Background: an optimization exercise with open tools, aiming at small area. Do not read the settings as production practice.
In this exercise RTL edits were held to simulation tests only and were not proved equivalent to the original.
Power figures rest on the tool's default switching activity, not on a simulated workload. No driver is modelled on the clock port, so clocking that relies on it looks cheaper here than on a real chip.

== job 3781 ==
// hp45_core
module hp45_core (
    input  wire        clk,
    input  wire        rst,
    input  wire        tick,
    input  wire        cmd_valid,
    input  wire [15:0] cmd,
    input  wire [31:0] wdata,
    output reg         rsp_valid,
    output reg  [2:0]  rc,
    output reg  [31:0] rdata,
    output wire [7:0]  port0,
    output wire [7:0]  port1,
    output wire        irq
);
    localparam integer A   = 8;
    localparam integer P   = 14;
    localparam integer PAT = A * P;
    localparam [2:0] RC_OK      = 3'd0;
    localparam [2:0] RC_FULL    = 3'd1;
    localparam [2:0] RC_EMPTY   = 3'd2;
    localparam [2:0] RC_BUSY    = 3'd3;
    localparam [2:0] RC_ILLEGAL = 3'd4;
    localparam [5:0] OP_LDPOS    = 6'h01;
    localparam [5:0] OP_LDPAT    = 6'h02;
    localparam [5:0] OP_ADD      = 6'h03;
    localparam [5:0] OP_NEXT     = 6'h04;
    localparam [5:0] OP_PEEKPOS  = 6'h05;
    localparam [5:0] OP_PEEKPAT  = 6'h06;
    localparam [5:0] OP_PKAPOS   = 6'h07;
    localparam [5:0] OP_PKAPAT   = 6'h08;
    localparam [5:0] OP_RDSPC    = 6'h09;
    localparam [5:0] OP_RDSPCMIN = 6'h0A;
    localparam [5:0] OP_WRSPC    = 6'h0B;
    localparam [5:0] OP_MERGED   = 6'h0C;
    localparam [5:0] OP_SETMODE  = 6'h0D;
    localparam [5:0] OP_GETMODE  = 6'h0E;
    localparam [5:0] OP_GETLOOP  = 6'h0F;
    localparam [5:0] OP_CLEARALL = 6'h10;
    localparam [5:0] OP_RESETRD  = 6'h11;
    localparam [5:0] OP_SETACT   = 6'h12;
    localparam [5:0] OP_SETPMODE = 6'h13;
    localparam [5:0] OP_SETSPLIT = 6'h20;
    localparam [5:0] OP_SETTMODE = 6'h21;
    localparam [5:0] OP_ENCODE   = 6'h22;
    localparam [5:0] OP_ENCIN    = 6'h23;
    localparam [5:0] OP_RDSTG    = 6'h24;
    localparam [5:0] OP_RDACT    = 6'h25;
    localparam [5:0] OP_DISPATCH = 6'h30;
    localparam [5:0] OP_ISBUSY   = 6'h31;
    localparam [5:0] OP_ACKDONE  = 6'h32;
    localparam [5:0] OP_SETIRQ   = 6'h33;
    localparam [5:0] OP_RDSTAT   = 6'h34;
    localparam [5:0] OP_RDXFER   = 6'h35;
    localparam [5:0] OP_RDPORT   = 6'h36;
    localparam [5:0] OP_RDTMR    = 6'h37;
    localparam [5:0] OP_RDELAP   = 6'h38;
  ...
Size in the first run: about 1100 flip-flops, ~110 I/O pins.
clock: 15.0 ns
lec_check: 0
cap_margin: 20
core_margin: 2
core_utilization: 50
slew_margin: 20
standard.sh (not shown) runs the stock make flow with config.mk's settings and CLKGATE_MAP_FILE= SYNTH_SCRIPT=/design/flow/synth_recipe.tcl, a recipe that flattens the netlist after the stock synthesis.
==> flow/flow/run.sh <==
#!/bin/bash
set -euo pipefail
export CTS_ARGS="-sink_clustering_enable -repair_clock_nets -sink_clustering_size 20 -sink_clustering_max_diameter 100 -dont_use_dummy_load"
export BUFFER_PORTS_ARGS="-buffer_cell sky130_fd_sc_hd__buf_1"
bash standard.sh > standard.log 2>&1
The inputs of job 8376 differ from those of job 3781 as listed below.
# job 3781
export LEC_CHECK = 0
export CAP_MARGIN = 20
export CORE_MARGIN = 2
export CORE_UTILIZATION = 50
export SLEW_MARGIN = 20
create_clock -name core_clock -period 15.0 [get_ports {clk}]
# job 8376
export LEC_CHECK = 0
export CAP_MARGIN = 20
export CORE_MARGIN = 2
export CORE_UTILIZATION = 50
export PLACE_DENSITY = 0.9
export SLEW_MARGIN = 20
create_clock -name core_clock -period 15.0 [get_ports {clk}]
==> flow/flow/run.sh <==
#!/bin/bash
set -euo pipefail
export CTS_ARGS="-sink_clustering_enable -repair_clock_nets -sink_clustering_size 30 -sink_clustering_max_diameter 75 -dont_use_dummy_load"
export BUFFER_PORTS_ARGS="-buffer_cell sky130_fd_sc_hd__buf_1"
bash standard.sh > standard.log 2>&1
Job 8376 vs job 3781: clock-buffer cell count down by more than a quarter. Higher total length of routed wires was reported by job 3781, not job 8376. Top routing layer in use: met5 -> job 3781, met4 -> job 8376. Wire length on met3 was lower in the run labelled job 3781. Worst hold slack after final layout, job 3781 and job 8376, lower one = job 3781. Post-route total power, job 3781 and job 8376: larger value in job 3781. Routed length on met1 was higher in the run labelled job 3781. Job 3781 and job 8376 ended up with nearly the same buffering overhead. Summary of the comparison: data arrival time of the worst path is higher in job 8376, relative to job 3781. Job 3781 -> job 8376: total via count in the routed design increased by a few percent. On TritonCTS buffer count, the higher figure sits with job 3781, not job 8376.
Here is what was changed in the inputs of job 3162 compared with job 8376.
# job 8376
export LEC_CHECK = 0
export CAP_MARGIN = 20
export CORE_MARGIN = 2
export CORE_UTILIZATION = 50
export PLACE_DENSITY = 0.9
export SLEW_MARGIN = 20
create_clock -name core_clock -period 15.0 [get_ports {clk}]
# job 3162
export LEC_CHECK = 0
export CAP_MARGIN = 20
export CORE_MARGIN = 2
export CORE_UTILIZATION = 65
export SLEW_MARGIN = 20
create_clock -name core_clock -period 15.0 [get_ports {clk}]
==> flow/flow/run.sh <==
#!/bin/bash
set -euo pipefail
export CTS_ARGS="-sink_clustering_enable -repair_clock_nets -sink_clustering_size 20 -sink_clustering_max_diameter 100 -dont_use_dummy_load"
export BUFFER_PORTS_ARGS="-buffer_cell sky130_fd_sc_hd__buf_1"
bash standard.sh > standard.log 2>&1
- Number of vias after detailed routing, job 3162 vs job 8376: down slightly
- Worst reg2reg path depth went down by a few percent going from job 8376 to job 3162.
- Total power: job 3162 vs job 8376 up 0.00025 W
> inputs changed (job 3162 -> job 1663)
# job 3162
export LEC_CHECK = 0
export CAP_MARGIN = 20
export CORE_MARGIN = 2
export CORE_UTILIZATION = 65
export SLEW_MARGIN = 20
create_clock -name core_clock -period 15.0 [get_ports {clk}]
# job 1663
export LEC_CHECK = 0
export CAP_MARGIN = 20
export CORE_MARGIN = 2
export CORE_UTILIZATION = 50
export SLEW_MARGIN = 20
create_clock -name core_clock -period 15.0 [get_ports {clk}]
==> flow/flow/run.sh <==
#!/bin/bash
set -euo pipefail
export CTS_ARGS="-sink_clustering_enable -repair_clock_nets -sink_clustering_size 30 -sink_clustering_max_diameter 70 -dont_use_dummy_load"
export BUFFER_PORTS_ARGS="-buffer_cell sky130_fd_sc_hd__buf_1"
bash standard.sh > standard.log 2>&1
--- outcome ---
- Job 1663 against job 3162: sequential share of power moved up, biggest fanout along the worst timing path moved down.
- Worst-case clock buffer depth: job 3162 vs job 1663 identical
- Against job 3162, cell-internal power in job 1663 came out better.
- Job 1663 has less setup slack than job 3162.
- Job 1663 against job 3162: arrival time of data at the critical path endpoint moved up; worst-case reg-to-reg path depth fell by 1.
> inputs changed (job 1663 -> job 5668)
# job 1663
export LEC_CHECK = 0
export CAP_MARGIN = 20
export CORE_MARGIN = 2
export CORE_UTILIZATION = 50
export SLEW_MARGIN = 20
create_clock -name core_clock -period 15.0 [get_ports {clk}]
# job 5668
export LEC_CHECK = 0
export CAP_MARGIN = 20
export CORE_MARGIN = 2
export CORE_UTILIZATION = 50
export PLACE_DENSITY = 0.85
export SLEW_MARGIN = 20
create_clock -name core_clock -period 15.0 [get_ports {clk}]
==> flow/flow/run.sh <==
#!/bin/bash
set -euo pipefail
export CTS_ARGS="-sink_clustering_enable -repair_clock_nets -sink_clustering_size 34 -sink_clustering_max_diameter 80 -dont_use_dummy_load"
export BUFFER_PORTS_ARGS="-buffer_cell sky130_fd_sc_hd__buf_1"
bash standard.sh > standard.log 2>&1
==> comparison <==
Capturing element of the worst setup path = rdata[12]$_DFF_P_: job 5668; capturing element of the worst setup path = rdata[2]$_DFF_P_: job 1663. Compared to job 1663, job 5668 shows a wider setup margin. Taking job 1663 as the reference point, the post-place setup slack of job 5668 rises by 590 ps. Per the comparison of job 5668 with job 1663, worst slew margin relative to its limit now sits lower, clock-pin slew on the worst setup and hold paths now sits at about the same level, total of clock buffers placed in the layout now sits lower, share of power burned in combinational logic now sits higher. Between job 5668 and job 1663, it is job 5668 whose clock power share is lower, by 2.8 points. Final critical-path required period was lower in the run labelled job 5668.
Modified inputs, job 6059 compared to job 5668
# job 5668
export LEC_CHECK = 0
export CAP_MARGIN = 20
export CORE_MARGIN = 2
export CORE_UTILIZATION = 50
export PLACE_DENSITY = 0.85
export SLEW_MARGIN = 20
create_clock -name core_clock -period 15.0 [get_ports {clk}]
# job 6059
export LEC_CHECK = 0
export CAP_MARGIN = 20
export CORE_MARGIN = 2
export CORE_UTILIZATION = 50
export SLEW_MARGIN = 20
create_clock -name core_clock -period 15.0 [get_ports {clk}]
==> flow/flow/run.sh <==
#!/bin/bash
set -euo pipefail
export CTS_ARGS="-sink_clustering_enable -repair_clock_nets -sink_clustering_size 40 -sink_clustering_max_diameter 60 -dont_use_dummy_load"
export BUFFER_PORTS_ARGS="-buffer_cell sky130_fd_sc_hd__buf_1"
bash standard.sh > standard.log 2>&1
Findings:
- From job 5668 to job 6059 the numbers moved as follows: combinational group share of total power went down; first-pass GRT wire length went up.
- Looking at job 6059 and job 5668, the relative area of non-clock buffer cells in the final design is a wash.
- The run showing the smaller count of non-CTS buffers in the layout is job 5668.
- Area of all placed cells without fillers: job 6059 vs job 5668 up 2.2%
- STATUS worst clock skew: job 6059 loses against job 5668
- Going from job 5668 to job 6059, clock network fraction of design power grows by 7.1 points.
- Register share of the cell area in job 6059 is 1.4 points below job 5668.
- Job 6059 ended with more max-slew headroom at the worst pin than job 5668.


Starting RTL as in the previous note.
## hp45_core
module hp45_core (
    input  wire        clk,
    input  wire        rst,
    input  wire        tick,
    input  wire        cmd_valid,
    input  wire [15:0] cmd,
    input  wire [31:0] wdata,
    output reg         rsp_valid,
    output reg  [2:0]  rc,
    output reg  [31:0] rdata,
    output wire [7:0]  port0,
    output wire [7:0]  port1,
    output wire        irq
);
    localparam integer A   = 8;
    localparam integer P   = 14;
    localparam integer PAT = A * P;
    localparam [2:0] RC_OK      = 3'd0;
    localparam [2:0] RC_FULL    = 3'd1;
    localparam [2:0] RC_EMPTY   = 3'd2;
    localparam [2:0] RC_BUSY    = 3'd3;
    localparam [2:0] RC_ILLEGAL = 3'd4;
    localparam [5:0] OP_LDPOS    = 6'h01;
    localparam [5:0] OP_LDPAT    = 6'h02;
    localparam [5:0] OP_ADD      = 6'h03;
    localparam [5:0] OP_NEXT     = 6'h04;
    localparam [5:0] OP_PEEKPOS  = 6'h05;
    localparam [5:0] OP_PEEKPAT  = 6'h06;
    localparam [5:0] OP_PKAPOS   = 6'h07;
    localparam [5:0] OP_PKAPAT   = 6'h08;
    localparam [5:0] OP_RDSPC    = 6'h09;
    localparam [5:0] OP_RDSPCMIN = 6'h0A;
    localparam [5:0] OP_WRSPC    = 6'h0B;
    localparam [5:0] OP_MERGED   = 6'h0C;
    localparam [5:0] OP_SETMODE  = 6'h0D;
    localparam [5:0] OP_GETMODE  = 6'h0E;
    localparam [5:0] OP_GETLOOP  = 6'h0F;
    localparam [5:0] OP_CLEARALL = 6'h10;
    localparam [5:0] OP_RESETRD  = 6'h11;
    localparam [5:0] OP_SETACT   = 6'h12;
    localparam [5:0] OP_SETPMODE = 6'h13;
    localparam [5:0] OP_SETSPLIT = 6'h20;
    localparam [5:0] OP_SETTMODE = 6'h21;
    localparam [5:0] OP_ENCODE   = 6'h22;
    localparam [5:0] OP_ENCIN    = 6'h23;
    localparam [5:0] OP_RDSTG    = 6'h24;
  ...
==> flow/config.mk <==
export PLATFORM = sky130hd
export DESIGN_NAME = hp45_core
export DESIGN_NICKNAME = hp45_core
export VERILOG_FILES = /design/flow/design.v
export SDC_FILE = /design/flow/constraint.sdc
export NUM_CORES = 8
export LEC_CHECK = 0
export CAP_MARGIN = 20
export CORE_MARGIN = 2
export CORE_UTILIZATION = 50
export PLACE_DENSITY = 0.85
export SLEW_MARGIN = 20
==> flow/constraint.sdc <==
create_clock -name core_clock -period 15.0 [get_ports {clk}]
set_input_delay 3.0000 -clock core_clock [delete_from_list [all_inputs] [get_ports {clk}]]
set_output_delay 3.0000 -clock core_clock [all_outputs]
set_load 0.01 [all_outputs]
==> flow/flow/run.sh <==
#!/bin/bash
set -euo pipefail
export CTS_ARGS="-sink_clustering_enable -repair_clock_nets -sink_clustering_size 26 -sink_clustering_max_diameter 90 -dont_use_dummy_load"
export BUFFER_PORTS_ARGS="-buffer_cell sky130_fd_sc_hd__buf_1"
bash standard.sh > standard.log 2>&1
The starting point completed without violations.
Change:
==> flow/run.sh (new file) <==
#!/bin/bash
# synth_recipe.tcl (not shown) runs the flow's synth.tcl, then flattens the netlist and writes it again
# the make line also repeats each setting of config.mk as NAME=value (left out here)
make -C /OpenROAD-flow-scripts/flow DESIGN_CONFIG=/design/flow/config.mk WORK_HOME=/design/flow/orfs CLKGATE_MAP_FILE= SYNTH_SCRIPT=/design/flow/synth_recipe.tcl finish
- CTS_CLUSTER_DIAMETER: unset -> 60
- CTS_CLUSTER_SIZE: unset -> 30
- PLACE_DENSITY: 0.85 -> unset
removed: flow/flow/run.sh
removed: flow/standard.sh
After rerunning: The new run finished clean; cell count went up by about 2.4%; worst setup slack loses 0.37 ns; critical path depth went down by 3; non-clock buffer count went up by 7; global-route usage went up by 3.1 points; register-to-register slack hardly moves; synthesized area does not change; design area went up by about 5%.
Change:
==> flow/flow/run.sh (new file) <==
#!/bin/bash
set -euo pipefail
export CTS_ARGS="-sink_clustering_enable -repair_clock_nets -sink_clustering_size 26 -sink_clustering_max_diameter 90 -dont_use_dummy_load"
export BUFFER_PORTS_ARGS="-buffer_cell sky130_fd_sc_hd__buf_1"
bash standard.sh > standard.log 2>&1
==> flow/standard.sh (new file) <==
#!/bin/bash
# synth_recipe.tcl (not shown) runs the flow's synth.tcl, then flattens the netlist and writes it again
# the make line also repeats each setting of config.mk as NAME=value (left out here)
make -C /OpenROAD-flow-scripts/flow DESIGN_CONFIG=/design/flow/config.mk WORK_HOME=/design/flow/orfs CLKGATE_MAP_FILE= SYNTH_SCRIPT=/design/flow/synth_recipe.tcl "${@:-finish}"
- CTS_CLUSTER_DIAMETER: 60 -> unset
- CTS_CLUSTER_SIZE: 30 -> unset
removed: flow/run.sh
=>
- via count is lower slightly
- wire length is lower slightly
- cell count is lower by a few percent
- register-to-register slack got worse by 0.02 ns
- clock skew is higher by 0.049 ns
- first-iteration DRC count is lower by a few percent
- worst setup slack improved by 0.27 ns
- critical path depth is higher by 1
- non-clock buffer count is lower by 4
- design area is lower by a few percent

[re-timing with driven ports]
The results above use ideal ports. As a check the final layouts listed here were re-extracted and re-timed, cells and wires unchanged.
Step 1, drivers: a clkbuf_16 drives clk and a buf_2 each remaining input, both assumed.
Step 2 times the ports against the registers' clock, not the clock port: input delays grow and output delays shrink by t, the midpoint of the rising clock arrivals with the driver on.
Three values: ideal ports, drivers, drivers and shift; two values: the first two.
run	t (ns)	slack for setup (ns)	worst register clock-pin slew, ns
job 3781	0.710	0.907 / 0.950 / 0.240	0.10 / 0.10
job 8376	0.671	0.716 / 0.728 / 0.057	0.11 / 0.11
job 3162	0.702	0.936 / 0.961 / 0.259	0.09 / 0.09
job 1663	0.701	0.897 / 0.937 / 0.236	0.12 / 0.12
job 5668	0.648	0.981 / 0.992 / 0.344	0.12 / 0.12
job 6059	0.699	0.897 / 0.945 / 0.246	0.10 / 0.10
the first run of note 2	0.676	0.979 / 0.992 / 0.315	0.11 / 0.11
the second run of note 2	0.726	0.605 / 0.654 / -0.073	0.11 / 0.11
the third run of note 2	0.689	0.878 / 0.920 / 0.231	0.11 / 0.11
With both steps, setup timing fails in the second run of note 2, where it was met with ideal ports. The setup slack of the second run of note 2, which loses most, moves by +0.049 ns with the drivers and by -0.678 ns with both steps.
